This is an optimization exercise on Yosys and OpenROAD, whose aim is small area, a short achievable clock period and few clock cycles per item, not a production implementation. In this exercise RTL edits were held to simulation tests only and were not proved equivalent to the original.

### flow/config.mk
export PLATFORM = sky130hd
export DESIGN_NAME = cvt_gen
export DESIGN_NICKNAME = cvt_gen
export VERILOG_FILES = /design/flow/design.v
export SDC_FILE = /design/flow/constraint.sdc
export NUM_CORES = 4
export LEC_CHECK = 0
export CAP_MARGIN = 20
export CORE_MARGIN = 2
export CORE_UTILIZATION = 40
export SETUP_SLACK_MARGIN = 5
export SLEW_MARGIN = 20
### flow/constraint.sdc
create_clock -name core_clock -period 12.5 [get_ports {clk}]
set_input_delay 2.5000 -clock core_clock [delete_from_list [all_inputs] [get_ports {clk}]]
set_output_delay 2.5000 -clock core_clock [all_outputs]
set_load 0.01 [all_outputs]
### flow/design.v
module cvt_gen (
    input  wire        clk,
    input  wire        rst,
    input  wire        i_valid,
    output wire        o_ready,
    input  wire [11:0] i_h_active,
    input  wire [11:0] i_v_active,
    input  wire [7:0]  i_refresh,
    input  wire [7:0]  i_rb,
    input  wire        i_interlaced,
    input  wire        i_margins,
    output wire        o_valid,
    input  wire        i_ready,
    output wire [3:0]  o_status,
    output wire [15:0] o_h_active,
    output wire [15:0] o_h_border,
    output wire [15:0] o_h_front_porch,
    output wire [15:0] o_h_sync,
    output wire [15:0] o_h_back_porch,
    output wire [15:0] o_h_blank,
    output wire [15:0] o_h_total,
    output wire [15:0] o_v_active,
    output wire [15:0] o_v_border,
    output wire [15:0] o_v_front_porch,
    output wire [15:0] o_v_sync,
    output wire [15:0] o_v_back_porch,
    output wire [15:0] o_v_blank,
    output wire [15:0] o_v_total,
    output wire [31:0] o_pixel_clock_khz,
    output wire        o_interlaced,
    output wire        o_h_sync_positive,
    output wire        o_v_sync_positive
);
    localparam AW = 36;       
    localparam DW = 35;       
    function [23:0] radd;
        input [23:0] a, b;
        input        ci;
        integer i;
        reg c;
        begin
            c = ci;
            for (i = 0; i < 24; i = i + 1) begin
                radd[i] = a[i] ^ b[i] ^ c;
                c = (a[i] & b[i]) | (a[i] & c) | (b[i] & c);
            end
        end
    endfunction
    localparam [3:0] S_IDLE = 4'd0,  S_DONE = 4'd1,  S_RUN = 4'd2,  S_DEN  = 4'd3,
                     S_W    = 4'd4,  S_VS   = 4'd5,  S_H   = 4'd6,  S_G    = 4'd7,
                     S_HB   = 4'd8,  S_HS   = 4'd9,  S_M25 = 4'd10, S_PC   = 4'd11,
                     S_X250 = 4'd12, S_AV   = 4'd13, S_X   = 4'd14, S_PCR  = 4'd15;
    localparam [3:0] O_TOP = 4'd0, O_M2 = 4'd1,  O_W  = 4'd2,  O_VS   = 4'd3,
                     O_H   = 4'd4, O_G  = 4'd5,  O_HB = 4'd6,  O_HS   = 4'd7,
                     O_M25 = 4'd8, O_PC = 4'd9,  O_X250 = 4'd10, O_AV = 4'd11,
                     O_X   = 4'd12, O_PCR = 4'd13;
    reg [3:0]  state;
    reg [3:0]  op;
    reg [1:0]  ph;            
    reg [4:0]  cnt;           
    reg        sgn;           
    reg        mreg_pend;     
    reg [1:0]  st;            
    reg [1:0]  rbq;
    reg        il, mg, v0, f20;
    reg [8:0]  h8;
    reg [11:0] vr;
    reg [7:0]  r;
    reg [3:0]  left8;
    reg [6:0]  top;
    reg [12:0] den;           
    reg [3:0]  vs;
    reg [11:0] vb;            
    reg [11:0] vx;            
    reg [6:0]  hb16;
    reg [5:0]  hs6;
    reg [9:0]  ht8;
    reg [15:0] mreg;          
    reg [20:0] wr;            
    reg [26:0] hreg;          
    reg [AW-1:0] A;
    reg [DW-1:0] D;
    reg [23:0]   Q;
    wire is_std = (rbq == 2'd0);
    wire rb1    = (rbq == 2'd1);
    wire [8:0]  F     = il ? {r, 1'b0} : {1'b0, r};
    wire [9:0]  tap8  = radd({15'd0, h8}, {19'd0, left8, 1'b0}, 1'b0);
    wire [13:0] E     = il ? radd({10'd0, den, 1'b1}, 24'd6, 1'b0)              
                           : radd({11'd0, den}, 24'd3, 1'b0);                  
    wire [13:0] T23   = radd(radd({11'd0, F, 4'd0}, {12'd0, F, 3'd0}, 1'b0),
                             {15'h7FFF, ~F}, 1'b1);                           
    wire [11:0] tap3  = radd({14'd0, tap8, 1'b0}, {14'd0, tap8}, 1'b0);      
    wire [11:0] vraw = il ? {vr[10:0], v0} : vr;
    wire [10:0] h3   = radd({14'd0, h8, 1'b0}, {15'd0, h8}, 1'b0);
    wire [11:0] h5   = radd({13'd0, h8, 2'b0}, {15'd0, h8}, 1'b0);
    wire [12:0] h9   = radd({12'd0, h8, 3'b0}, {15'd0, h8}, 1'b0);
    wire [14:0] v5   = radd({10'd0, vraw, 2'b0}, {12'd0, vraw}, 1'b0);
    reg  [3:0]  vs_c;
    always @(*) begin
        if      ({1'b0, vraw} == {h3, 1'b0})        vs_c = 4'd4;    
        else if ({vraw, 1'b0} == h9)                vs_c = 4'd5;    
        else if (vraw == h5)                        vs_c = 4'd6;    
        else if (v5 == {1'b0, h8, 5'b0})            vs_c = 4'd7;    
        else if (v5 == {1'b0, h3, 3'b0})            vs_c = 4'd7;    
        else                                        vs_c = 4'd10;
        if (rbq[1]) vs_c = 4'd8;
    end
    wire [2:0] c2 = (op == O_H) ? 3'd2 : 3'd0;
    reg  [4:0] kd;
    always @(*) begin
        case (op)
        O_TOP, O_HB: kd = 5'd7;
        O_VS:        kd = 5'd11;
        O_PC:        kd = 5'd16;
        O_AV:        kd = 5'd10;
        O_PCR:       kd = rb1 ? 5'd15 : 5'd23;
        default:     kd = 5'd0;
        endcase
    end
    wire [23:0] ht8_fld = ht8[9] ? {2'b00, ht8, 12'd0} : {1'b0, ht8[8:0], 14'd0};
    wire [2:0]  ht8_dig = ht8[9] ? 3'd6 : 3'd5;
    reg  mul;                             
    reg  one;                             
    wire two_steps = ~one;
    function [2:0] booth;                 
        input [2:0] b;
        input       s;
        begin
            booth[2] = (b == 3'b000) | (b == 3'b111);
            booth[1] = (b == 3'b011) | (b == 3'b100);
            booth[0] = (b[2] ^ s) & ~booth[2];
        end
    endfunction
    wire [2:0] bd1 = booth(Q[23:21], sgn);
    wire [2:0] bd2 = booth(Q[21:19], sgn);
    wire [AW-1:0] D0 = {{(AW-DW){1'b0}}, D};
    wire          n1 = A[AW-1];
    wire [AW-1:0] x1 = mul ? {A[AW-3:0], 2'b00} : A;
    wire          c1 = mul ? bd1[0] : ~n1;
    wire [AW-1:0] m1 = (mul & bd1[1]) ? {D0[AW-2:0], 1'b0} : D0;
    wire [AW-1:0] y1 = ((mul & bd1[2]) ? {AW{1'b0}} : m1) ^ {AW{c1}};
    wire [AW:0]   s1w = {x1, 1'b1} + {y1, c1};
    wire [AW-1:0] a1 = s1w[AW:1];
    wire          q1 = ~a1[AW-1];
    wire [AW-1:0] e1 = mul ? D0 : {1'b0, D0[AW-1:1]};
    wire          n2 = a1[AW-1];
    wire [AW-1:0] x2 = mul ? {a1[AW-3:0], 2'b00} : a1;
    wire          c2b = mul ? bd2[0] : ~n2;
    wire [AW-1:0] m2 = (mul & bd2[1]) ? {e1[AW-2:0], 1'b0} : e1;
    wire [AW-1:0] y2 = ((mul & bd2[2]) ? {AW{1'b0}} : m2) ^ {AW{c2b}};
    wire [AW:0]   s2w = {x2, 1'b1} + {y2, c2b};
    wire [AW-1:0] s2 = s2w[AW:1];
    wire          q2 = ~s2[AW-1];
    wire [AW-1:0] a2 = two_steps ? s2 : a1;
    wire [15:0] mr = radd(24'd50000, {10'h3FF, ~D[13:0]}, 1'b1);    
    reg [DW-1:0] dnext;
    always @(*) begin
        if (ph == 2'd1 && c2 != 3'd0)
            dnext = {17'd0, mreg, 2'd0};                   
        else case (op)
        O_TOP:   dnext = 35'd500 << 6;
        O_VS:    dnext = {9'd0, mreg, 10'd0};
        O_HB:    dnext = {3'd0, hreg, 5'd0};
        O_PC:    dnext = {hreg[19:0], 15'd0};
        O_AV:    dnext = {10'd0, mr, 9'd0};
        default: dnext = rb1 ? (35'd31250 << 14) : (rbq == 2'd2) ? (35'd125 << 22) : (35'd1001 << 22);
        endcase
    end
    reg [4:0] hsr;            
    reg [2:0] hsc;            
    wire [5:0] hst = {hsr, (hsc == 3'd1) ? 1'b0 : ht8[hsc - 3'd2]};
    wire       hsq = (hst >= 6'd25);
    always @(posedge clk) begin
        if (state == S_M25) begin
            hsr <= ht8_s[9:5];
            hsc <= 3'd6;
        end else if (hsc != 3'd0) begin
            hsr <= hsq ? hst - 6'd25 : hst[4:0];
            hs6 <= {hs6[4:0], hsq};
            hsc <= hsc - 3'd1;
        end
    end
    wire [11:0] vs6   = {8'd0, vs} + 12'd6;
    wire [11:0] vq1   = radd({13'd0, Q[10:1]}, 24'd1, 1'b0);
    wire [11:0] vsd   = radd({12'd0, vq1}, {12'hFFF, ~vs6}, 1'b1);
    wire [11:0] vsbp  = vsd[11] ? vs6 : vq1;                       
    wire        fl20  = (Q[10:6] == 5'd0) & (~Q[5] | (Q[4:0] == 5'd0));    
    wire [11:0] avmin = rb1 ? {8'd0, vs} + 12'd9 : 12'd15;
    wire [11:0] qv1   = radd({14'd0, Q[9:0]}, 24'd1, 1'b0);
    wire [11:0] avd   = radd({12'd0, qv1}, {12'hFFF, ~avmin}, 1'b1);
    wire        avlo  = avd[11];
    wire [11:0] av    = avlo ? avmin : qv1;
    wire [12:0] vt_q  = radd({11'd0, den}, {12'd0, qv1}, 1'b0);
    wire [12:0] vt_m  = radd({11'd0, den}, {12'd0, avmin}, 1'b0);
    wire [12:0] vt_av = avlo ? vt_m : vt_q;
    wire [6:0]  hb_c  = f20 ? tap8[9:3] : Q[6:0];
    wire [9:0]  ht8_s = radd({14'd0, tap8}, {16'd0, hb_c, 1'b0}, 1'b0);
    wire [11:0] vbp_c = radd({12'd0, vb}, {12'hFFF, ~({8'd0, vs} + 12'd3)}, 1'b1);   
    wire [11:0] vfp_c = radd({12'd0, vb}, {12'hFFF, ~12'd14}, 1'b1);                 
    wire [12:0] vtot  = radd({11'd0, den}, {12'd0, vb}, 1'b0);
    wire [11:0] vr_in = i_interlaced ? {1'b0, i_v_active[11:1]} : i_v_active;
    wire [8:0]  h8_in = i_h_active[11:3];
    wire [3:0]  left_in = (h8_in >= 9'd56)  + (h8_in >= 9'd112) + (h8_in >= 9'd167) +
                          (h8_in >= 9'd223) + (h8_in >= 9'd278) + (h8_in >= 9'd334) +
                          (h8_in >= 9'd389) + (h8_in >= 9'd445) + (h8_in >= 9'd500);
    assign o_ready = (state == S_IDLE) | ((state == S_DONE) & i_ready);
    assign o_valid = (state == S_DONE);
    task start;
        input [3:0] o;
        input [2:0] n1;
        input [2:0] n2;
        input [4:0] k;
        input       s;
        begin
            op <= o; sgn <= s; state <= S_RUN;
            if (n1 != 3'd0) begin ph <= 2'd1; cnt <= {2'd0, n1}; mul <= 1'b1; one <= (n1 == 3'd1); end
            else            begin ph <= 2'd3; cnt <= k; mul <= 1'b0; one <= (k == 5'd1); end
        end
    endtask
    task lmul;
        input [3:0]    o;
        input [DW-1:0] md;
        input [23:0]   fld;
        input [2:0]    n1;
        input [4:0]    k;
        begin
            D <= md;
            A <= (fld[22] & fld[21]) ? {md, 1'b0} :
                 (fld[22] | fld[21]) ? {1'b0, md} : {AW{1'b0}};
            Q <= {fld[21:0], 2'b00};
            start(o, n1 - 3'd1, 3'd0, k, 1'b0);
        end
    endtask
    always @(posedge clk) begin
        if (rst) begin
            state <= S_IDLE;
        end else if (o_ready && i_valid) begin
            rbq   <= i_rb[1:0];
            il    <= i_interlaced;
            mg    <= i_margins;
            v0    <= i_v_active[0];
            h8    <= h8_in;
            vr    <= vr_in;
            r     <= i_refresh;
            left8 <= i_margins ? left_in : 4'd0;
            top   <= 7'd0;
            den   <= {1'b0, vr_in};
            mreg_pend <= 1'b0;
            if (i_rb > 8'd3) begin
                st <= 2'd1; state <= S_DONE;
            end else if (i_refresh == 8'd0 ||
                         (i_rb == 8'd0 && h8_in == 9'd0) ||
                         (i_rb != 8'd0 && vr_in == 12'd0)) begin
                st <= 2'd2; state <= S_DONE;
            end else begin
                st <= 2'd0;
                if (i_rb == 8'd0) begin
                    A <= 36'd625;
                    D <= {26'd0, i_interlaced ? {i_refresh, 1'b0} : {1'b0, i_refresh}};
                    Q <= {6'b010110, 18'd0};
                    mreg_pend <= 1'b1;
                    start(O_M2, 3'd3, 3'd0, 5'd0, 1'b1);
                end else if (i_margins) begin
                    lmul(O_TOP, {23'd0, vr_in}, {6'b001001, 18'd0}, 3'd3, 5'd7);
                end else begin
                    state <= S_AV;
                end
            end
        end else begin
            case (state)
            S_DEN: begin
                top   <= Q[6:0];
                den   <= radd({12'd0, vr}, {16'd0, Q[6:0], 1'b0}, 1'b0);
                state <= is_std ? S_W : S_AV;
            end
            S_W: begin
                if (mreg_pend) mreg <= A[15:0];
                mreg_pend <= 1'b0;
                if (mg && mreg_pend) begin
                    lmul(O_TOP, {23'd0, vr}, {6'b001001, 18'd0}, 3'd3, 5'd7);
                end else begin
                    vs <= vs_c;
                    lmul(O_W, {21'd0, E}, {2'b00, r, 14'd0}, 3'd5, 5'd0);
                end
            end
            S_VS: begin
                wr <= A[20:0];
                lmul(O_VS, {A[DW-3:0], 2'b00}, {6'b001011, 18'd0}, 3'd3, 5'd11);
            end
            S_H: begin
                vb  <= radd({12'd0, vsbp}, 24'd3, 1'b0);
                f20 <= fl20;
                if (fl20) begin
                    state <= S_M25;
                end else begin
                    A <= {AW{1'b0}}; D <= {14'd0, wr}; Q <= {8'b01110011, 16'd0};
                    start(O_H, 3'd2, 3'd2, 5'd0, 1'b0);
                end
            end
            S_G: begin
                hreg <= A[26:0];
                A <= {15'd0, wr}; D <= {19'd0, mreg}; Q <= {2'b11, 22'd0};
                start(O_G, 3'd1, 3'd0, 5'd0, 1'b0);
            end
            S_HB: begin
                lmul(O_HB, A[DW-1:0], {2'b00, tap3, 10'd0}, 3'd7, 5'd7);
            end
            S_M25: begin
                hb16 <= hb_c;
                ht8  <= ht8_s;
                vx   <= vbp_c;
                den  <= vtot;
                lmul(O_M25, {20'd0, mreg[15:1]}, {6'b011001, 18'd0}, 3'd3, 5'd0);
            end
            S_PC: begin
                hreg <= A[26:0];
                lmul(O_PC, {10'd0, wr, 4'd0}, ht8_fld, ht8_dig, 5'd16);
            end
            S_X250: begin
                A <= {12'd0, Q[15:0], 8'd0}; D <= {17'd0, Q[15:0], 2'd0};
                start(O_X250, 3'd0, 3'd0, 5'd2, 1'b0);
            end
            S_AV: begin
                vs  <= vs_c;
                ht8 <= radd({14'd0, tap8}, rb1 ? 24'd20 : 24'd10, 1'b0);
                lmul(O_AV, {21'd0, T23}, {1'b0, den, 10'd0}, 3'd7, 5'd10);
            end
            S_X: begin
                vb  <= av;
                den <= vt_av;
                lmul(O_X, il ? {21'd0, vt_av, 1'b1} : {22'd0, vt_av}, {2'b00, r, 14'd0}, 3'd5, 5'd0);
            end
            S_PCR: begin
                vx <= rb1 ? vbp_c : vfp_c;
                lmul(O_PCR, (rbq == 2'd3) ? {A[DW-4:0], 3'd0} : A[DW-1:0], ht8_fld,
                     ht8_dig, rb1 ? 5'd15 : 5'd23);
            end
            S_RUN: begin
                A <= a2;
                if (mul) Q <= two_steps ? {Q[19:0], 4'd0} : {Q[21:0], 2'd0};
                else     Q <= two_steps ? {Q[21:0], q1, q2} : {Q[22:0], q1};
                if (!mul) D <= two_steps ? {2'b0, D[DW-1:2]} : {1'b0, D[DW-1:1]};
                if (cnt > 5'd2) begin
                    cnt <= cnt - 5'd2;
                    one <= (cnt == 5'd3);
                end else if (ph == 2'd1 && c2 != 3'd0) begin
                    ph <= 2'd2; cnt <= {2'd0, c2}; D <= dnext; one <= (c2 == 3'd1);
                end else if (mul && kd != 5'd0) begin
                    ph <= 2'd3; cnt <= kd; D <= dnext; mul <= 1'b0; one <= (kd == 5'd1);
                end else begin
                    case (op)
                    O_TOP:   state <= S_DEN;
                    O_M2:    state <= S_W;
                    O_W:     state <= S_VS;
                    O_VS:    state <= S_H;
                    O_H:     state <= S_G;
                    O_G:     state <= S_HB;
                    O_HB:    state <= S_M25;
                    O_M25:   state <= S_PC;
                    O_PC:    state <= S_X250;
                    O_AV:    state <= S_X;
                    O_X:     state <= S_PCR;
                    O_PCR:   state <= rb1 ? S_X250 : S_DONE;
                    default: state <= S_DONE;
                    endcase
                end
            end
            S_DONE: if (i_ready) state <= S_IDLE;
            default: state <= S_IDLE;
            endcase
        end
    end
    wire [7:0]  hfp8 = radd({17'd0, hb16}, {18'h3FFFF, ~hs6}, 1'b1);    
    wire        red23 = rbq[1];
    assign o_status          = (st == 2'd0) ? 4'd0 : (st == 2'd1) ? 4'd6 : 4'd7;
    assign o_h_active        = {4'd0, h8, 3'd0};
    assign o_h_border        = {9'd0, left8, 3'd0};
    assign o_h_front_porch   = is_std ? {{5{hfp8[7]}}, hfp8, 3'd0} : rb1 ? 16'd48 : 16'd8;
    assign o_h_sync          = is_std ? {7'd0, hs6, 3'd0} : 16'd32;
    assign o_h_back_porch    = is_std ? {6'd0, hb16, 3'd0} : rb1 ? 16'd80 : 16'd40;
    assign o_h_blank         = is_std ? {5'd0, hb16, 4'd0} : rb1 ? 16'd160 : 16'd80;
    assign o_h_total         = {3'd0, ht8, 3'd0};
    assign o_v_active        = {4'd0, vr};
    assign o_v_border        = {9'd0, top};
    assign o_v_front_porch   = red23 ? {{4{vx[11]}}, vx} : 16'd3;
    assign o_v_sync          = {12'd0, vs};
    assign o_v_back_porch    = red23 ? 16'd6 : {{4{vx[11]}}, vx};
    assign o_v_blank         = {4'd0, vb};
    assign o_v_total         = {3'd0, den};
    assign o_pixel_clock_khz = {8'd0, (is_std || rb1) ? A[23:0] : {1'b0, Q[22:0]}};
    assign o_interlaced      = il;
    assign o_h_sync_positive = ~is_std;
    assign o_v_sync_positive = is_std;
endmodule
### flow/run.sh
#!/bin/bash
# synth_recipe.tcl (not shown) runs the flow's synth.tcl, then flattens the netlist and writes it again
# the make line also repeats each setting of config.mk as NAME=value (left out here)
make -C /OpenROAD-flow-scripts/flow DESIGN_CONFIG=/design/flow/config.mk WORK_HOME=/design/flow/orfs CLKGATE_MAP_FILE= SYNTH_SCRIPT=/design/flow/synth_recipe.tcl finish
==> summary.txt, run 1 <==
Floorplan
  • Vert. Die Dim: 289.5 µm
  • Core Area: 0.08055 mm²
  • Num rows: 104
  • IO Pins: 311
  • Initial Util: 40.47%
  • Die ar.: 0.08380 mm²
  • Die Span X: 289.5 µm

Placement
  • Area after DPL: 0.03528 mm²
  • Dpl ws: 3.394 ns
  • Placed cell count: 4850
  • Dpl hpwl: 101000 µm
  • IO Port Bufs: 210
  • RePlAce Congestion: 0.9998

Routing
  • ANT nets after route: 0
  • Total Wirelength: 135700 µm
  • Per-cell routed wire length: 27.38 µm
  • Vias/cell: 6.275
  • Vias: 31100
  • DRC: 0
  • TritonRoute pass-1 iters: 15
  • Initial DRC Count: 4381

GRT
  • First-pass GRT wire length: 196000 µm
  • GRT overflow: 0
  • Vias in the first global route: 28620
  • Overall Global Routing Usage: 31.54%
  • Initial antenna violation count: 2
  • Largest net degree at the start of global routing: 90

Yosys
  • Cell variety after synth: 97
  • Seq/Total Area, Yosys: 27.23%
  • Post-synth top cells: 378 x nand2_1, 309 x a21oi_1, 291 x edfxtp_1
  • Avg Inst Size Synth: 8.650 µm²
  • Synth Warn #: 1
  • Most area-hungry cell type in the Yosys netlist: edfxtp_1
  • Cells after Synth: 3769
  • Largest family of logic cells by synthesized area: compound AO/OA/AOI/OAI gates
  • Mapped Area: 0.03260 mm²
  • Largest cells by area after synthesis: edfxtp_1 27%, ha_1 8.0%, fa_1 6.2%
  • Xor and xnor fraction of the mapped netlist area: 5.799%
  • Share of the synthesized area in the top cell type: 26.80%
  • Adder-Cell Fraction of Synth Area: 14.40%
  • Mux share of post-synthesis cell area: 8.098%
  • EDFF count, synth: 291
  • Simple-Gate Fraction of Synth Area: 15.33%
  • Post-synth ARST share: 0%
  • #FFs+latches synth: 298
  • Most common cell in the netlist: nand2_1
  • Dominant synthesized flop cell: edfxtp_1
  • Synth Area in Compound Gates: 21.30%

Cells and area
  • Area growth syn-to-layout: 14.60%
  • Fin area: 0.03736 mm²
  • Final std cells w/o fill: 4956
  • Multi-input gate area: 0.02194 mm²
  • Share of cells above drive strength 1: 9.807%
  • Fill cell count: 7918
  • FF+latch area: 0.008879 mm²
  • Util after Layout: 46.38%
  • Nets: 4220

Setup path
  • Critical path startpoint category: flip-flop
  • FF-to-FF setup slack: 5.16 ns
  • Critical path type: flip-flop to flip-flop
  • Crit end category: flip-flop
  • Reg-to-reg endpoint: Q[0]
  • Crit path arrival time: 7.61 ns
  • CP max-delay cell: or4bb_1
  • Required time worst endpoint: 12.77 ns
  • RR Startpoint: Q[22]
  • Crit path max fanout: 60
  • Slowest stage delay, CP: 0.55 ns
  • Reg2Reg Depth: 28
  • Crit path from: Q[22]

Timing
  • Final Cycle Share: 58.73%
  • Worst Slack Setup Final: 5.158 ns
  • WHS: 0.4574 ns
  • F_max: 136.2 MHz
  • Fin Setup TNS: 0 ns
  • Final setup violation count: 0
  • Clock skew: 0.02800 ns
  • Slew HR: 23.06%
  • Final Hold Fails: 0
  • Minimum clock period: 7.342 ns
  • Final Max Tran Viols: 0
  • RSZ-0062 raised after global routing: yes
  • Worst-Margin Slew: 1.145 ns

Worst hold path
  • Hold Startpoint: hs6[3]
  • Type of the worst min-delay path: flip-flop to flip-flop
  • Hold path cells: 0
  • WHS Endpoint: hs6[4]

Clock network
  • CTS root buf: clkbuf_16
  • Num CTS Buffers: 38
  • Clock transition at path regs: 0.06 ns
  • CTS tree: done
  • H-tree levels: 2
  • Clock Latency Late Sink: 0.59 ns
  • # clock sinks: 298
  • Clock Path Buffers: 3

Outcome
  • Run status: timing/DRC/antenna clean

Flow run
  • Max-cap viol count: 0
==> critical path, delay by kind of cell, from the launching register on <==
family / cells / cell delay [ns]
and+or+nand+nor: 5 / 1.13
adders and majority gates: 2 / 0.64
AOI/OAI and AO/OA: 16 / 3.76
DFF: 1 / 0.49
buffers and inverters: 2 / 0.38
xor gates and xnor gates: 3 / 0.59
==> registers in the layout (all words and copies together) (netlist names), 3 cells and up <==
register and flops:
left8 4, hs6 6, hb16 7, hreg 27, wr 21, ht8 10
A 36, vx 12, mreg 16, hsr 5, vr 12, den 13
r 8, Q 24, state 4, cnt 5, top 7, vs 4
vb 12, h8 9, hsc 3, D 35, op 4
==> routing by layer <==
| layer | track usage, % | wire (µm) |
|---|---|---|
| met3 | 7.622 | 15860 |
| met2 | 46.38 | 57190 |
| met5 | 0 | 25 |
| met4 | 12.85 | 6512 |
| met1 | 44.20 | 56110 |
==> cells by family after synthesis <==
logic type               Yosys count
AO/OA/AOI/OAI                   1055
XOR/XNOR                         215
adder cells (fa/ha/maj)          316
buffers and inverters            556
flip-flops                       298
multiplexers                     250
other                              1
AND/OR/NAND/NOR                 1078
==> worst max path at each step <==
| stage | slack [ns] | end | cells after the start |
|---|---|---|---|
| 2_1_floorplan | 5.21 | A[34] | 29 |
| 3_3_place_gp | 3.44 | Q[0] | 29 |
| 3_5_place_dp | 3.39 | Q[0] | 29 |
| 4_1_cts | 4.99 | Q[0] | 29 |
| 5_1_grt | 4.92 | A[34] | 30 |
| 6_report | 5.16 | Q[0] | 28 |
==> cell usage in the layout (no fill, tap or decap), types with 14 or more instances in the layout <==
cell | Yosys | final
nand2_1 | 378 | 375
a21oi_1 | 309 | 295
edfxtp_1 | 291 | 291
nor2_1 | 287 | 267
clkdlybuf4s50_1 | 0 | 210
ha_1 | 208 | 197
o21ai_0 | 194 | 191
inv_1 | 189 | 188
mux2i_1 | 158 | 158
xor2_1 | 120 | 119
buf_4 | 119 | 104
fa_1 | 101 | 101
conb_1 | 1 | 97
xnor2_1 | 94 | 94
mux2_2 | 90 | 90
nand3_1 | 77 | 77
a22oi_1 | 74 | 74
a211oi_1 | 69 | 67
nor2b_1 | 64 | 63
and2_1 | 48 | 47
nor3_1 | 50 | 46
o22ai_1 | 45 | 44
a21o_1 | 41 | 41
clkbuf_16 | 0 | 39
o211ai_1 | 38 | 38
nand2b_1 | 35 | 35
nand4_1 | 34 | 34
a221oi_1 | 40 | 34
a222oi_1 | 29 | 29
o221ai_1 | 24 | 24
and3_1 | 22 | 22
nor4_1 | 23 | 22
a31oi_1 | 22 | 21
o21bai_1 | 21 | 20
nor2_2 | 1 | 19
o31ai_1 | 18 | 17
a21oi_2 | 3 | 14
or3_1 | 14 | 14
==> repair_timing <==
item                                   CTS  global route
buffers inserted                        13            16
hold buffers                             0             0
pin swaps                                6            21
setup endpoints to repair               34            29
endpoints found under the hold margin    0             0
resized for setup                       20            54
cloned                                   5             0
==> area by class of cell <==
| class | instances | share of cell area, % |
|---|---|---|
| sequential | 298 | 23.76 |
| clock buffer | 42 | 2.642 |
| tap | 1060 | 3.550 |
| antenna | 1 | 0.006698 |
| timing repair buffer | 324 | 8.369 |
| multi-input combinational | 3012 | 58.74 |
| clock inverter | 28 | 1.001 |
| inverter | 191 | 1.929 |
Testbench counts, summed over its fixed seeds: cycles 103,737, items 3,200.
==> run 2, diff against run 1 <==
--- a/flow/design.v
+++ b/flow/design.v
@@ -31,8 +31,8 @@
     output wire        o_h_sync_positive,
     output wire        o_v_sync_positive
 );
-    localparam AW = 36;       
-    localparam DW = 35;       
+    localparam AW = 35;       
+    localparam DW = 34;       
     function [23:0] radd;
         input [23:0] a, b;
         input        ci;
@@ -120,6 +120,7 @@
     wire [23:0] ht8_fld = ht8[9] ? {2'b00, ht8, 12'd0} : {1'b0, ht8[8:0], 14'd0};
     wire [2:0]  ht8_dig = ht8[9] ? 3'd6 : 3'd5;
     reg  mul;                             
+    reg  divy;                            
     reg  one;                             
     wire two_steps = ~one;
     function [2:0] booth;                 
@@ -136,18 +137,18 @@
     wire [AW-1:0] D0 = {{(AW-DW){1'b0}}, D};
     wire          n1 = A[AW-1];
     wire [AW-1:0] x1 = mul ? {A[AW-3:0], 2'b00} : A;
-    wire          c1 = mul ? bd1[0] : ~n1;
-    wire [AW-1:0] m1 = (mul & bd1[1]) ? {D0[AW-2:0], 1'b0} : D0;
-    wire [AW-1:0] y1 = ((mul & bd1[2]) ? {AW{1'b0}} : m1) ^ {AW{c1}};
+    wire          c1 = divy ? ~n1 : bd1[0];
+    wire [AW-1:0] m1 = (~divy & bd1[1]) ? {D0[AW-2:0], 1'b0} : D0;
+    wire [AW-1:0] y1 = ((~divy & bd1[2]) ? {AW{1'b0}} : m1) ^ {AW{c1}};
     wire [AW:0]   s1w = {x1, 1'b1} + {y1, c1};
     wire [AW-1:0] a1 = s1w[AW:1];
     wire          q1 = ~a1[AW-1];
-    wire [AW-1:0] e1 = mul ? D0 : {1'b0, D0[AW-1:1]};
+    wire [AW-1:0] e1 = divy ? {1'b0, D0[AW-1:1]} : D0;
     wire          n2 = a1[AW-1];
     wire [AW-1:0] x2 = mul ? {a1[AW-3:0], 2'b00} : a1;
-    wire          c2b = mul ? bd2[0] : ~n2;
-    wire [AW-1:0] m2 = (mul & bd2[1]) ? {e1[AW-2:0], 1'b0} : e1;
-    wire [AW-1:0] y2 = ((mul & bd2[2]) ? {AW{1'b0}} : m2) ^ {AW{c2b}};
+    wire          c2b = divy ? ~n2 : bd2[0];
+    wire [AW-1:0] m2 = (~divy & bd2[1]) ? {e1[AW-2:0], 1'b0} : e1;
+    wire [AW-1:0] y2 = ((~divy & bd2[2]) ? {AW{1'b0}} : m2) ^ {AW{c2b}};
     wire [AW:0]   s2w = {x2, 1'b1} + {y2, c2b};
     wire [AW-1:0] s2 = s2w[AW:1];
     wire          q2 = ~s2[AW-1];
@@ -213,8 +214,8 @@
         input       s;
         begin
             op <= o; sgn <= s; state <= S_RUN;
-            if (n1 != 3'd0) begin ph <= 2'd1; cnt <= {2'd0, n1}; mul <= 1'b1; one <= (n1 == 3'd1); end
-            else            begin ph <= 2'd3; cnt <= k; mul <= 1'b0; one <= (k == 5'd1); end
+            if (n1 != 3'd0) begin ph <= 2'd1; cnt <= {2'd0, n1}; mul <= 1'b1; divy <= 1'b0; one <= (n1 == 3'd1); end
+            else            begin ph <= 2'd3; cnt <= k; mul <= 1'b0; divy <= 1'b1; one <= (k == 5'd1); end
         end
     endtask
     task lmul;
@@ -346,7 +347,7 @@
                 end else if (ph == 2'd1 && c2 != 3'd0) begin
                     ph <= 2'd2; cnt <= {2'd0, c2}; D <= dnext; one <= (c2 == 3'd1);
                 end else if (mul && kd != 5'd0) begin
-                    ph <= 2'd3; cnt <= kd; D <= dnext; mul <= 1'b0; one <= (kd == 5'd1);
+                    ph <= 2'd3; cnt <= kd; D <= dnext; mul <= 1'b0; divy <= 1'b1; one <= (kd == 5'd1);
                 end else begin
                     case (op)
                     O_TOP:   state <= S_DEN;
==> run 2 against run 1 <==
  * Critical path type unchanged
  * Still clean on timing, DRC and antenna
  * Synthesized cell count shrank 4.8%
  * Via count down 4.5%
  * Largest cell class unchanged
  * Worst hold slack better by 0.0069 ns
  * Sequential cell count decreased by 1
  * Design area fell by 1.6%
  * Synthesized area is 2.1% lower
  * Critical endpoint is now A[27]
  * First-iteration DRC count rose by 0.94%
  * Sequential share of layout area is 0.30 points higher
==> summary.txt, run 2 <==
Outcome
  • Run status: timing/DRC/antenna clean (unchanged)

Yosys
  • Dominant synthesized flop cell: edfxtp_1 (unchanged)
  • Largest cells by area after synthesis: edfxtp_1 27%, ha_1 8.1%, fa_1 6.3% (was edfxtp_1 27%, ha_1 8.0%, fa_1 6.2%)
  • Post-synth ARST share: 0% (unchanged)
  • Most area-hungry cell type in the Yosys netlist: edfxtp_1 (unchanged)
  • EDFF count, synth: 290 (was 291)
  • Post-synth top cells: 360 x nand2_1, 290 x edfxtp_1, 259 x nor2_1 (was 378 x nand2_1, 309 x a21oi_1, 291 x edfxtp_1)
  • Avg Inst Size Synth: 8.896 µm² (was 8.650 µm²)
  • Mapped Area: 0.03192 mm² (was 0.03260 mm²)
  • Most common cell in the netlist: nand2_1 (unchanged)
  • Cell variety after synth: 90 (was 97)
  • Seq/Total Area, Yosys: 27.72% (was 27.23%)
  • Synth Warn #: 1 (unchanged)
  • Share of the synthesized area in the top cell type: 27.28% (was 26.80%)
  • #FFs+latches synth: 297 (was 298)
  • Cells after Synth: 3588 (was 3769)

Timing
  • Slew HR: 21.11% (was 23.06%)
  • RSZ-0062 raised after global routing: yes (unchanged)
  • Final Max Tran Viols: 0 (unchanged)
  • Fin Setup TNS: 0 ns (unchanged)
  • Final setup violation count: 0 (unchanged)
  • Final Cycle Share: 59.48% (was 58.73%)
  • F_max: 134.5 MHz (was 136.2 MHz)
  • Worst-Margin Slew: 1.183 ns (was 1.145 ns)
  • Clock skew: 0.03424 ns (was 0.02800 ns)
  • Final Hold Fails: 0 (unchanged)
  • Minimum clock period: 7.434 ns (was 7.342 ns)

Cells and area
  • Area growth syn-to-layout: 15.19% (was 14.60%)
  • Fill cell count: 7644 (was 7918)
  • Max reg flops: 35 (was 36)
  • Nets: 4063 (was 4220)
  • Final std cells w/o fill: 4790 (was 4956)
  • Commonest non-fill, non-tap cell in the layout: nand2_1 (unchanged)
  • Top Registers: A: 35 flops, D: 34 flops, hreg: 27 flops (was A: 36 flops, D: 35 flops, hreg: 27 flops)
  • Largest register by flop count: A (unchanged)
  • Most frequent cells in the layout: 358 x nand2_1, 290 x edfxtp_1, 244 x nor2_1 (was 375 x nand2_1, 295 x a21oi_1, 291 x edfxtp_1)
  • Share of cells above drive strength 1: 10.46% (was 9.807%)

Setup path
  • Critical path type: flip-flop to flip-flop (unchanged)
  • Critical path startpoint category: flip-flop (unchanged)
  • FF-to-FF setup slack: 5.07 ns (was 5.16 ns)
  • CP max-delay cell: edfxtp_1 (was or4bb_1)
  • Required time worst endpoint: 12.83 ns (was 12.77 ns)
  • Setup crit end: A[27] (was Q[0])
  • RR Startpoint: Q[22] (unchanged)
  • Crit. path cell count: 30 (was 28)
  • Crit path max fanout: 19 (was 60)
  • Buffers and inverters on the worst path: 4 (was 2)
  • Crit path from: Q[22] (unchanged)
  • Crit path arrival time: 7.76 ns (was 7.61 ns)
  • Slowest stage delay, CP: 0.52 ns (was 0.55 ns)
  • Crit end category: flip-flop (unchanged)
  • Reg-to-reg endpoint: A[27] (was Q[0])
  • Reg2Reg Depth: 30 (was 28)
  • Delay-heaviest family, CP: compound AO/OA/AOI/OAI gates (unchanged)

Routing
  • Initial DRC Count: 4422 (was 4381)
  • Met2 wire length: 54700 µm (was 57190 µm)
  • Per-cell routed wire length: 26.71 µm (was 27.38 µm)
  • Total Wirelength: 128000 µm (was 135700 µm)
  • ANT nets after route: 0 (unchanged)
  • Vias/cell: 6.197 (was 6.275)
  • Vias: 29690 (was 31100)
  • TritonRoute pass-1 iters: 10 (was 15)
  • DRC: 0 (unchanged)
  • Uppermost layer routed: met4 (was met5)
  • WL met3: 14930 µm (was 15860 µm)
  • Wire length on met1: 52860 µm (was 56110 µm)

Floorplan
  • Initial Util: 40.41% (was 40.47%)
  • Vert. Die Dim: 286.5 µm (was 289.5 µm)
  • Die ar.: 0.08208 mm² (was 0.08380 mm²)
  • Core Area: 0.07900 mm² (was 0.08055 mm²)
  • Num rows: 103 (was 104)
  • Die Span X: 286.5 µm (was 289.5 µm)
  • IO Pins: 311 (unchanged)

Clock network
  • Clock transition at path regs: 0.06 ns (about the same)
  • # hold bufs at CTS: 0 (unchanged)
  • Clock Path Buffers: 3 (unchanged)
  • Num CTS Buffers: 37 (was 38)
  • CTS root buf: clkbuf_16 (unchanged)
  • # clock sinks: 297 (was 298)
  • Clock Latency Late Sink: 0.59 ns (about the same)
  • H-tree levels: 2 (unchanged)
  • CTS tree: done (unchanged)

Flow run
  • Max-cap viol count: 0 (unchanged)

Placement
  • IO Port Bufs: 210 (unchanged)
  • Dpl hpwl: 95300 µm (was 101000 µm)
  • Placed cell count: 4682 (was 4850)
  • RePlAce Congestion: 0.9885 (was 0.9998)

GRT
  • Largest net degree at the start of global routing: 129 (was 90)
  • First-pass GRT wire length: 186400 µm (was 196000 µm)
  • Vias in the first global route: 27650 (was 28620)
  • Initial antenna violation count: 2 (unchanged)
  • Overall Global Routing Usage: 30.21% (was 31.54%)
  • GRT overflow: 0 (unchanged)

Worst hold path
  • Type of the worst min-delay path: flip-flop to flip-flop (unchanged)
==> run 2: changes by cell type in the layout (fill, tap and decap cells not counted), moves of 14 or more <==
cell,delta
nand3_1,-21
nand2_1,-17
xnor2_1,+21
a211oi_1,-23
mux2i_1,+16
mux2_2,+17
a222oi_1,+16
a221oi_1,+14
o22ai_1,-21
a21oi_1,-57
xor2_1,-21
nor2_1,-23
==> run 2: per-stage QoR <==
step	instance area [µm²]	hold WS (ns)	setup slack (ns)	utilization, %
floorplan	32280	0.4264	5.145	-
global placement	34710	0.4304	3.687	43.94
detailed placement	34720	0.4581	3.576	43.95
CTS	36340	0.4697	5.005	46.00
global route	36770	0.4868	4.877	46.54
finish	36770	0.4642	5.066	46.54
==> run 2: layout make-up <==
class / instances / area, µm² / share of cell area (%)
multi-input cells: 2865 / 21520 / 58.53
flip-flops and latches: 297 / 8848 / 24.07
repair buffers: 333 / 3194 / 8.688
well taps: 1050 / 1314 / 3.573
clock buffers: 45 / 975.9 / 2.654
inverters: 176 / 660.6 / 1.797
clock inverters: 23 / 252.7 / 0.6874
diodes: 1 / 2.502 / 0.006806
==> run 2: kinds of logic (layout without fill, tap and decap cells) <==
| family | Yosys count | after routing | synth area share, % |
|---|---|---|---|
| DFF | 297 | 297 | 27.72 |
| other | 1 | 98 | 0.01175 |
| adders and majority gates | 313 | 313 | 14.60 |
| xor gates and xnor gates | 216 | 216 | 5.927 |
| AOI/OAI and AO/OA | 972 | 972 | 20.54 |
| buffers and inverters | 522 | 577 | 7.577 |
| and+or+nand+nor | 982 | 982 | 14.19 |
| muxes | 285 | 285 | 9.435 |
==> run 2: routing by layer <==
metal,vias to the layer above,GRT usage (%)
met3,314,6.701
met2,1837,44.92
met1,14230,42.71
met4,0,11.30
met5,-,0
li1,13300,-
==> run 2: worst min-delay path by stage <==
stage           start     end  slack, ns  cells after the start
2_1_floorplan  hs6[3]  hs6[4]       0.43                      0
3_3_place_gp   hs6[4]  hs6[5]       0.43                      0
3_5_place_dp   hs6[3]  hs6[4]       0.46                      0
4_1_cts        hs6[3]  hs6[4]       0.47                      0
5_1_grt        hs6[3]  hs6[4]       0.49                      0
6_report       hs6[3]  hs6[4]       0.46                      0
==> run 2: timing repair <==
action                     CTS  global route
pin swaps                   11            26
buffers inserted            17            19
gates resized for setup     35            60
setup endpoints to repair   30            25
gates cloned                 3             0
Testbench counts of run 2, summed over its fixed seeds: cycles 103,737, items 3,200.
==> run 3, diff against run 2 <==
--- a/flow/design.v
+++ b/flow/design.v
@@ -58,7 +58,6 @@
     reg [3:0]  op;
     reg [1:0]  ph;            
     reg [4:0]  cnt;           
-    reg        sgn;           
     reg        mreg_pend;     
     reg [1:0]  st;            
     reg [1:0]  rbq;
@@ -125,15 +124,14 @@
     wire two_steps = ~one;
     function [2:0] booth;                 
         input [2:0] b;
-        input       s;
         begin
             booth[2] = (b == 3'b000) | (b == 3'b111);
             booth[1] = (b == 3'b011) | (b == 3'b100);
-            booth[0] = (b[2] ^ s) & ~booth[2];
+            booth[0] = b[2] & ~booth[2];
         end
     endfunction
-    wire [2:0] bd1 = booth(Q[23:21], sgn);
-    wire [2:0] bd2 = booth(Q[21:19], sgn);
+    wire [2:0] bd1 = booth(Q[23:21]);
+    wire [2:0] bd2 = booth(Q[21:19]);
     wire [AW-1:0] D0 = {{(AW-DW){1'b0}}, D};
     wire          n1 = A[AW-1];
     wire [AW-1:0] x1 = mul ? {A[AW-3:0], 2'b00} : A;
@@ -211,9 +209,8 @@
         input [2:0] n1;
         input [2:0] n2;
         input [4:0] k;
-        input       s;
         begin
-            op <= o; sgn <= s; state <= S_RUN;
+            op <= o; state <= S_RUN;
             if (n1 != 3'd0) begin ph <= 2'd1; cnt <= {2'd0, n1}; mul <= 1'b1; divy <= 1'b0; one <= (n1 == 3'd1); end
             else            begin ph <= 2'd3; cnt <= k; mul <= 1'b0; divy <= 1'b1; one <= (k == 5'd1); end
         end
@@ -229,7 +226,7 @@
             A <= (fld[22] & fld[21]) ? {md, 1'b0} :
                  (fld[22] | fld[21]) ? {1'b0, md} : {AW{1'b0}};
             Q <= {fld[21:0], 2'b00};
-            start(o, n1 - 3'd1, 3'd0, k, 1'b0);
+            start(o, n1 - 3'd1, 3'd0, k);
         end
     endtask
     always @(posedge clk) begin
@@ -258,9 +255,9 @@
                 if (i_rb == 8'd0) begin
                     A <= 36'd625;
                     D <= {26'd0, i_interlaced ? {i_refresh, 1'b0} : {1'b0, i_refresh}};
-                    Q <= {6'b010110, 18'd0};
+                    Q <= {6'b101010, 18'd0};             
                     mreg_pend <= 1'b1;
-                    start(O_M2, 3'd3, 3'd0, 5'd0, 1'b1);
+                    start(O_M2, 3'd3, 3'd0, 5'd0);
                 end else if (i_margins) begin
                     lmul(O_TOP, {23'd0, vr_in}, {6'b001001, 18'd0}, 3'd3, 5'd7);
                 end else begin
@@ -295,13 +292,13 @@
                     state <= S_M25;
                 end else begin
                     A <= {AW{1'b0}}; D <= {14'd0, wr}; Q <= {8'b01110011, 16'd0};
-                    start(O_H, 3'd2, 3'd2, 5'd0, 1'b0);
+                    start(O_H, 3'd2, 3'd2, 5'd0);
                 end
             end
             S_G: begin
                 hreg <= A[26:0];
                 A <= {15'd0, wr}; D <= {19'd0, mreg}; Q <= {2'b11, 22'd0};
-                start(O_G, 3'd1, 3'd0, 5'd0, 1'b0);
+                start(O_G, 3'd1, 3'd0, 5'd0);
             end
             S_HB: begin
                 lmul(O_HB, A[DW-1:0], {2'b00, tap3, 10'd0}, 3'd7, 5'd7);
@@ -319,7 +316,7 @@
             end
             S_X250: begin
                 A <= {12'd0, Q[15:0], 8'd0}; D <= {17'd0, Q[15:0], 2'd0};
-                start(O_X250, 3'd0, 3'd0, 5'd2, 1'b0);
+                start(O_X250, 3'd0, 3'd0, 5'd2);
             end
             S_AV: begin
                 vs  <= vs_c;
--- a/flow/config.mk
+++ b/flow/config.mk
@@ -8,5 +8,5 @@
 export CAP_MARGIN = 20
 export CORE_MARGIN = 2
 export CORE_UTILIZATION = 40
-export SETUP_SLACK_MARGIN = 5
+export SETUP_SLACK_MARGIN = 4
 export SLEW_MARGIN = 20
==> run 3 against run 2 <==
  * Die area increased by 1.2%
  * Count of clock-buffer cells in the layout increased by 5
  * Sequential cell count decreased by 1
  * First-iteration DRC count decreased by 3.6%
  * Worst hold slack improved by 0.0031 ns
  * Critical path depth decreased by 3
  * Global-route usage increased by 0.64 points
  * Critical path type unchanged
  * Critical endpoint is now A[32]
  * Largest cell class unchanged
==> summary.txt, run 3 <==
Timing
  • WHS: 0.4674 ns (was 0.4642 ns)
  • Final Max Tran Viols: 0 (unchanged)
  • F_max: 124.9 MHz (was 134.5 MHz)
  • Final Hold Fails: 0 (unchanged)
  • Worst Slack Setup Final: 4.491 ns (was 5.066 ns)
  • Final Cycle Share: 64.07% (was 59.48%)
  • Slew HR: 24.19% (was 21.11%)
  • Clock skew: 0.04112 ns (was 0.03424 ns)
  • Minimum clock period: 8.009 ns (was 7.434 ns)
  • Worst-Margin Slew: 1.127 ns (was 1.183 ns)
  • RSZ-0062 raised after global routing: no (was yes)
  • Fin Setup TNS: 0 ns (unchanged)
  • Final setup violation count: 0 (unchanged)

Setup path
  • Critical path type: flip-flop to flip-flop (unchanged)
  • FF-to-FF setup slack: 4.49 ns (was 5.07 ns)
  • Crit path max fanout: 34 (was 19)
  • RR Startpoint: Q[22] (unchanged)
  • Crit path from: Q[22] (unchanged)
  • Critical path startpoint category: flip-flop (unchanged)
  • Crit end category: flip-flop (unchanged)
  • Required time worst endpoint: 12.83 ns (about the same)
  • Crit path arrival time: 8.34 ns (was 7.76 ns)

Routing
  • Per-cell routed wire length: 27.02 µm (was 26.71 µm)
  • TritonRoute pass-1 iters: 9 (was 10)
  • Vias: 30240 (was 29690)
  • DRC: 0 (unchanged)
  • Vias/cell: 6.237 (was 6.197)
  • Total Wirelength: 131000 µm (was 128000 µm)
  • Initial DRC Count: 4265 (was 4422)
  • ANT nets after route: 0 (unchanged)

Clock network
  • H-tree levels: 2 (unchanged)
  • Clock transition at path regs: 0.07 ns (was 0.06 ns)
  • Clock Latency Late Sink: 0.60 ns (was 0.59 ns)
  • Num CTS Buffers: 39 (was 37)
  • # clock sinks: 296 (was 297)
  • Clock Path Buffers: 3 (unchanged)
  • CTS root buf: clkbuf_16 (unchanged)
  • CTS tree: done (unchanged)

Floorplan
  • Initial Util: 40.25% (was 40.41%)
  • Num rows: 104 (was 103)
  • Die Span X: 288.2 µm (was 286.5 µm)
  • Core Area: 0.08029 mm² (was 0.07900 mm²)
  • Die ar.: 0.08308 mm² (was 0.08208 mm²)
  • IO Pins: 311 (unchanged)
  • Vert. Die Dim: 288.2 µm (was 286.5 µm)

Cells and area
  • Share of cells above drive strength 1: 8.318% (was 10.46%)
  • Final std cells w/o fill: 4849 (was 4790)
  • Fill cell count: 7972 (was 7644)
  • Area growth syn-to-layout: 12.18% (was 15.19%)
  • Nets: 4112 (was 4063)
  • Max reg flops: 35 (unchanged)
  • Top Registers: A: 35 flops, D: 34 flops, hreg: 27 flops (unchanged)
  • Commonest non-fill, non-tap cell in the layout: nand2_1 (unchanged)
  • Fin area: 0.03625 mm² (was 0.03677 mm²)
  • Most frequent cells in the layout: 412 x nand2_1, 331 x a21oi_1, 289 x edfxtp_1 (was 358 x nand2_1, 290 x edfxtp_1, 244 x nor2_1)
  • Largest register by flop count: A (unchanged)

Placement
  • IO Port Bufs: 210 (unchanged)
  • RePlAce Congestion: 1.003 (was 0.9885)
  • Placed cell count: 4771 (was 4682)
  • Area after DPL: 0.03499 mm² (was 0.03472 mm²)
  • Dpl ws: 3.831 ns (was 3.576 ns)
  • Dpl hpwl: 97560 µm (was 95300 µm)

Outcome
  • Run status: timing/DRC/antenna clean (unchanged)

Yosys
  • Most common cell in the netlist: nand2_1 (unchanged)
  • Share of the synthesized area in the top cell type: 26.85% (was 27.28%)
  • #FFs+latches synth: 296 (was 297)
  • Dominant synthesized flop cell: edfxtp_1 (unchanged)
  • Mapped Area: 0.03232 mm² (was 0.03192 mm²)
  • Avg Inst Size Synth: 8.732 µm² (was 8.896 µm²)
  • Synth Warn #: 1 (unchanged)
  • Largest cells by area after synthesis: edfxtp_1 27%, ha_1 8.0%, fa_1 6.3% (was edfxtp_1 27%, ha_1 8.1%, fa_1 6.3%)
  • EDFF count, synth: 289 (was 290)
  • Most area-hungry cell type in the Yosys netlist: edfxtp_1 (unchanged)
  • Cells after Synth: 3701 (was 3588)
  • Post-synth ARST share: 0% (unchanged)
  • Seq/Total Area, Yosys: 27.29% (was 27.72%)
  • Cell variety after synth: 100 (was 90)
  • Post-synth top cells: 413 x nand2_1, 333 x a21oi_1, 289 x edfxtp_1 (was 360 x nand2_1, 290 x edfxtp_1, 259 x nor2_1)

GRT
  • Initial antenna violation count: 2 (unchanged)
  • GRT overflow: 0 (unchanged)
  • First-pass GRT wire length: 191000 µm (was 186400 µm)
  • Vias in the first global route: 27950 (was 27650)
  • Largest net degree at the start of global routing: 77 (was 129)
  • Overall Global Routing Usage: 30.84% (was 30.21%)

Worst hold path
  • Type of the worst min-delay path: flip-flop to flip-flop (unchanged)
  • Hold Startpoint: hs6[4] (was hs6[3])

Flow run
  • Max-cap viol count: 0 (unchanged)
[run 3: cell types whose count changed after synthesis, sizes merged, moves of 25 or more]
cell and delta:
a222oi -25, xor2 -37, xnor2 +33, nand2 +53
a21oi +86, clkbuf +44
[run 3: final timing paths]
| path | depth (start not counted) | end |
|---|---|---|
| worst max-delay path | 27 | A[32] |
| worst min-delay path | 0 | hs6[5] |
| worst max register to register | 27 | A[32] |
| worst min register to register | 0 | hs6[5] |
[run 3: cell type report]
type / instances / area (µm²) / share of cell area [%]
antenna: 2 / 5.005 / 0.01381
clock buffer: 50 / 1039 / 2.865
clock inverter: 19 / 110.1 / 0.3037
inverter: 163 / 611.8 / 1.688
sequential: 296 / 8818 / 24.33
timing repair buffer: 312 / 2899 / 7.997
tap: 1060 / 1326 / 3.659
multi-input combinational: 2947 / 21440 / 59.15
[run 3: critical path: stages, from the launching register on]
cell and delay [ns]:
edfxtp_1 0.59, or3b_1 0.48, a21oi_2 0.13, buf_4 0.37
nand2_1 0.10, a21oi_1 0.18, xnor2_1 0.09, ha_1 0.42
a21oi_1 0.24, o21ai_0 0.19, a221oi_2 0.40, o211ai_1 0.21
a41o_1 0.31, nor2_2 0.26, xnor2_4 0.13, buf_4 0.15
a21oi_1 0.62, xnor2_1 0.15, ha_1 0.46, nand4_1 0.12
nor4_1 0.51, o2111a_1 0.26, o21ai_0 0.10, a21oi_2 0.22
o221ai_1 0.24, o41ai_2 0.41, xnor2_1 0.22, o221ai_1 0.17
[run 3: timing repair]
item,4_1_cts,5_1_grt
endpoints found under the setup margin,3,13
gates resized for setup,2,5
pin swaps,0,1
buffers inserted,3,3
hold buffers,0,0
gates cloned,0,0
[run 3: metal layers]
layer / vias up / global-route usage (%) / wire length [µm]
met5: - / 0 / 0
met1: 14530 / 42.68 / 53950
met4: 0 / 13.46 / 6677
met2: 1914 / 45.08 / 54950
met3: 357 / 8.223 / 15430
li1: 13450 / - / -
[run 3: stage by stage]
step           util [%]
5_1_grt           45.15
3_3_place_gp      43.58
6_report          45.15
3_5_place_dp      43.58
4_1_cts           45.05
2_1_floorplan         -
[run 3: cells by family (layout without fill, tap and decap cells)]
| logic type | count (synthesis) | after routing | share of synthesized area, % |
|---|---|---|---|
| XOR/XNOR | 212 | 212 | 5.850 |
| AO/OA/AOI/OAI | 1026 | 1026 | 20.89 |
| other | 1 | 99 | 0.01160 |
| AND/OR/NAND/NOR | 1020 | 1020 | 14.55 |
| buffers and inverters | 554 | 544 | 7.898 |
| adder cells (fa/ha/maj) | 315 | 315 | 14.49 |
| flip-flops | 296 | 296 | 27.29 |
| multiplexers | 277 | 277 | 9.025 |
Testbench counts of run 3, summed over its fixed seeds: cycles 103,737, items 3,200.
==> run 4, diff against run 3 <==
--- a/flow/config.mk
+++ b/flow/config.mk
@@ -8,5 +8,5 @@
 export CAP_MARGIN = 20
 export CORE_MARGIN = 2
 export CORE_UTILIZATION = 40
-export SETUP_SLACK_MARGIN = 4
+export SETUP_SLACK_MARGIN = 5
 export SLEW_MARGIN = 20
==> run 4 against run 3 <==
  * Synthesized cell count unchanged
  * Highest routed layer unchanged
  * Core utilization increased by 0.46 points
  * Register-to-register slack improved by 0.57 ns
  * Via count increased by 0.30%
  * Setup slack improved by 0.57 ns
  * Critical path type unchanged
  * Fmax increased by 7.7%
  * First-iteration DRC count decreased by 2.6%
  * Still clean
  * Largest cell class unchanged
  * Final cell count increased by 0.33%
==> summary.txt, run 4 <==
Outcome
  • Run status: timing/DRC/antenna clean (unchanged)

Flow run
  • Max-cap viol count: 0 (unchanged)

Setup path
  • Most used cell along the critical path: a21oi_1
  • CP max-delay cell: edfxtp_1 (was a21oi_1)
  • Required time worst endpoint: 12.82 ns (was 12.83 ns)
  • Slowest stage delay, CP: 0.51 ns (was 0.62 ns)
  • Crit end category: flip-flop (unchanged)
  • Critical path startpoint category: flip-flop (unchanged)
  • Delay-heaviest family, CP: compound AO/OA/AOI/OAI gates (unchanged)
  • Critical path type: flip-flop to flip-flop (unchanged)
  • Crit path arrival time: 7.76 ns (was 8.34 ns)
  • Crit path from: Q[21] (was Q[22])
  • Buffers and inverters on the worst path: 2 (unchanged)
  • Reg2Reg Depth: 30 (was 27)
  • Reg-to-reg endpoint: A[30] (was A[32])
  • FF-to-FF setup slack: 5.06 ns (was 4.49 ns)
  • RR Startpoint: Q[21] (was Q[22])
  • Crit path max fanout: 17 (was 34)

Floorplan
  • Vert. Die Dim: 288.2 µm (unchanged)
  • Num rows: 104 (unchanged)
  • Die ar.: 0.08308 mm² (unchanged)
  • Core Area: 0.08029 mm² (unchanged)
  • Initial Util: 40.25% (unchanged)
  • Die Span X: 288.2 µm (unchanged)
  • IO Pins: 311 (unchanged)

Clock network
  • CTS tree: done (unchanged)
  • # hold bufs at CTS: 0 (unchanged)
  • # clock sinks: 296 (unchanged)
  • Clock Latency Late Sink: 0.60 ns (about the same)
  • Num CTS Buffers: 39 (unchanged)
  • Clock transition at path regs: 0.07 ns (about the same)
  • CTS root buf: clkbuf_16 (unchanged)
  • Clock Path Buffers: 3 (unchanged)
  • H-tree levels: 2 (unchanged)

Timing
  • Slew HR: 22.12% (was 24.19%)
  • Fin Setup TNS: 0 ns (unchanged)
  • Final setup violation count: 0 (unchanged)
  • Final Max Tran Viols: 0 (unchanged)
  • RSZ-0062 raised after global routing: yes (was no)
  • Minimum clock period: 7.436 ns (was 8.009 ns)
  • Clock skew: 0.03796 ns (was 0.04112 ns)
  • Final Cycle Share: 59.49% (was 64.07%)
  • Final Hold Fails: 0 (unchanged)
  • WHS: 0.4672 ns (was 0.4674 ns)
  • F_max: 134.5 MHz (was 124.9 MHz)
  • Worst-Margin Slew: 1.158 ns (was 1.127 ns)

Routing
  • ANT nets after route: 0 (unchanged)
  • Initial DRC Count: 4155 (was 4265)
  • DRC: 0 (unchanged)
  • Vias: 30340 (was 30240)
  • Total Wirelength: 132300 µm (was 131000 µm)
  • Vias/cell: 6.236 (was 6.237)
  • Per-cell routed wire length: 27.19 µm (was 27.02 µm)
  • TritonRoute pass-1 iters: 8 (was 9)

Placement
  • Dpl hpwl: 97560 µm (unchanged)
  • RePlAce Congestion: 1.003 (unchanged)
  • IO Port Bufs: 210 (unchanged)

GRT
  • Initial antenna violation count: 2 (unchanged)
  • GRT overflow: 0 (unchanged)
  • Vias in the first global route: 27990 (was 27950)
  • Overall Global Routing Usage: 30.90% (was 30.84%)
  • Largest net degree at the start of global routing: 77 (unchanged)
  • First-pass GRT wire length: 191500 µm (was 191000 µm)

Worst hold path
  • Type of the worst min-delay path: flip-flop to flip-flop (unchanged)
  • Hold path cells: 0 (unchanged)
  • WHS Endpoint: hs6[4] (was hs6[5])
  • Hold Startpoint: hs6[3] (was hs6[4])

Yosys
  • Cells after Synth: 3701 (unchanged)
  • Xor and xnor fraction of the mapped netlist area: 5.850% (unchanged)
  • Synth Warn #: 1 (unchanged)
  • Adder-Cell Fraction of Synth Area: 14.49% (unchanged)
  • Largest cells by area after synthesis: edfxtp_1 27%, ha_1 8.0%, fa_1 6.3% (unchanged)
  • #FFs+latches synth: 296 (unchanged)
  • Seq/Total Area, Yosys: 27.29% (unchanged)
  • Mux share of post-synthesis cell area: 9.025% (unchanged)
  • Post-synth ARST share: 0% (unchanged)
  • Post-synth top cells: 413 x nand2_1, 333 x a21oi_1, 289 x edfxtp_1 (unchanged)
  • Share of the synthesized area in the top cell type: 26.85% (unchanged)
  • Dominant synthesized flop cell: edfxtp_1 (unchanged)
  • Largest family of logic cells by synthesized area: compound AO/OA/AOI/OAI gates (unchanged)
  • Avg Inst Size Synth: 8.732 µm² (unchanged)
  • Most common cell in the netlist: nand2_1 (unchanged)
  • Synth Area in Compound Gates: 20.89% (unchanged)
  • Simple-Gate Fraction of Synth Area: 14.55% (unchanged)
  • Mapped Area: 0.03232 mm² (unchanged)
  • Most area-hungry cell type in the Yosys netlist: edfxtp_1 (unchanged)
  • EDFF count, synth: 289 (unchanged)
  • Cell variety after synth: 100 (unchanged)

Cells and area
  • Max reg flops: 35 (unchanged)
  • Multi-input gate area: 0.02159 mm² (was 0.02144 mm²)
  • Nets: 4127 (was 4112)
  • Util after Layout: 45.61% (was 45.15%)
  • FF+latch area: 0.008818 mm² (unchanged)
  • Top Registers: A: 35 flops, D: 34 flops, hreg: 27 flops (unchanged)
  • Share of cells above drive strength 1: 9.311% (was 8.318%)
  • Commonest non-fill, non-tap cell in the layout: nand2_1 (unchanged)
  • Largest register by flop count: A (unchanged)
  • Most frequent cells in the layout: 412 x nand2_1, 327 x a21oi_1, 289 x edfxtp_1 (was 412 x nand2_1, 331 x a21oi_1, 289 x edfxtp_1)
  • Fill cell count: 7919 (was 7972)
  • Area growth syn-to-layout: 13.31% (was 12.18%)
## run 4: cell type report
type	instances	share of cell area, %
flip-flops and latches	296	24.08
repair buffers	327	8.518
inverters	163	1.671
multi-input cells	2947	58.95
clock buffers	50	2.836
clock inverters	19	0.3007
well taps	1060	3.622
diodes	3	0.02050
## run 4: worst max path at each step
stage | slack [ns] | depth (start not counted) | endpoint
after global routing | 4.95 | 29 | A[33]
after detailed placement | 3.83 | 27 | A[32]
after global placement | 3.86 | 27 | A[32]
final | 5.06 | 30 | A[30]
after CTS | 5.00 | 32 | A[26]
after floorplan | 5.44 | 31 | A[32]
## run 4: cells by family after synthesis
kind of cell	count (synthesis)
compound gates	1026
xor+xnor	212
fa+ha+maj	315
buf+inv	554
flops	296
mux	277
other cells	1
simple gates	1020
## run 4: per-layer routing
| layer | global-route usage [%] | vias to the layer above | share of wire, % |
|---|---|---|---|
| met3 | 8.333 | 362 | 12 |
| li1 | - | 13470 | - |
| met2 | 45.37 | 1960 | 42 |
| met5 | 0 | - | 0 |
| met4 | 13.17 | 0 | 5.0 |
| met1 | 42.65 | 14540 | 41 |
## run 4: stage by stage
step / std cells / setup WS (ns) / cell area, µm²
floorplan: 3797 / 5.444 / 32680
global placement: 4771 / 3.858 / 34990
detailed placement: 4771 / 3.831 / 34990
CTS: 4848 / 5.004 / 36270
global route: 4862 / 4.952 / 36610
finish: 4865 / 5.064 / 36620
## run 4: what timing repair did
action | CTS | global route
resized for setup | 18 | 43
endpoints found under the setup margin | 34 | 20
hold endpoints to repair | 0 | 0
pin swaps | 1 | 14
cloned | 0 | 2
buffers inserted | 8 | 11
## run 4: worst reg2reg max path: cells and delay by family, from the launching register on
family          cells  cell delay (ns)
compound gates     17             3.67
xor+xnor            4             0.82
buf+inv             2             0.36
flops               1             0.51
fa+ha+maj           2             0.73
simple gates        5             1.10

==> separate check: timing with driven ports <==
The flow's constraints put no driver on any port. The routed layouts listed below were extracted and timed again, unchanged, in two steps.
Step 1, drivers: a clkbuf_16 drives clk and a buf_2 each remaining input, both assumed.
Step 2 moves the port delays by t, midway between the first and last clock arrival at a register: inputs arrive t later, outputs are due t later. That takes back most of the time a late clock gives input paths.
Slacks: ideal ports / drivers / drivers and shift; pairs: ideal ports / drivers.
run	t (ns)	setup WS [ns]	worst data-port slew with drivers (ns)
run 1	0.632	5.158 / 5.158 / 5.158	0.07
run 2	0.629	5.066 / 5.066 / 5.066	0.04
run 3	0.645	4.491 / 4.491 / 4.491	0.06
run 4	0.646	5.064 / 5.064 / 5.064	0.06
After both steps every run listed still meets setup and hold.
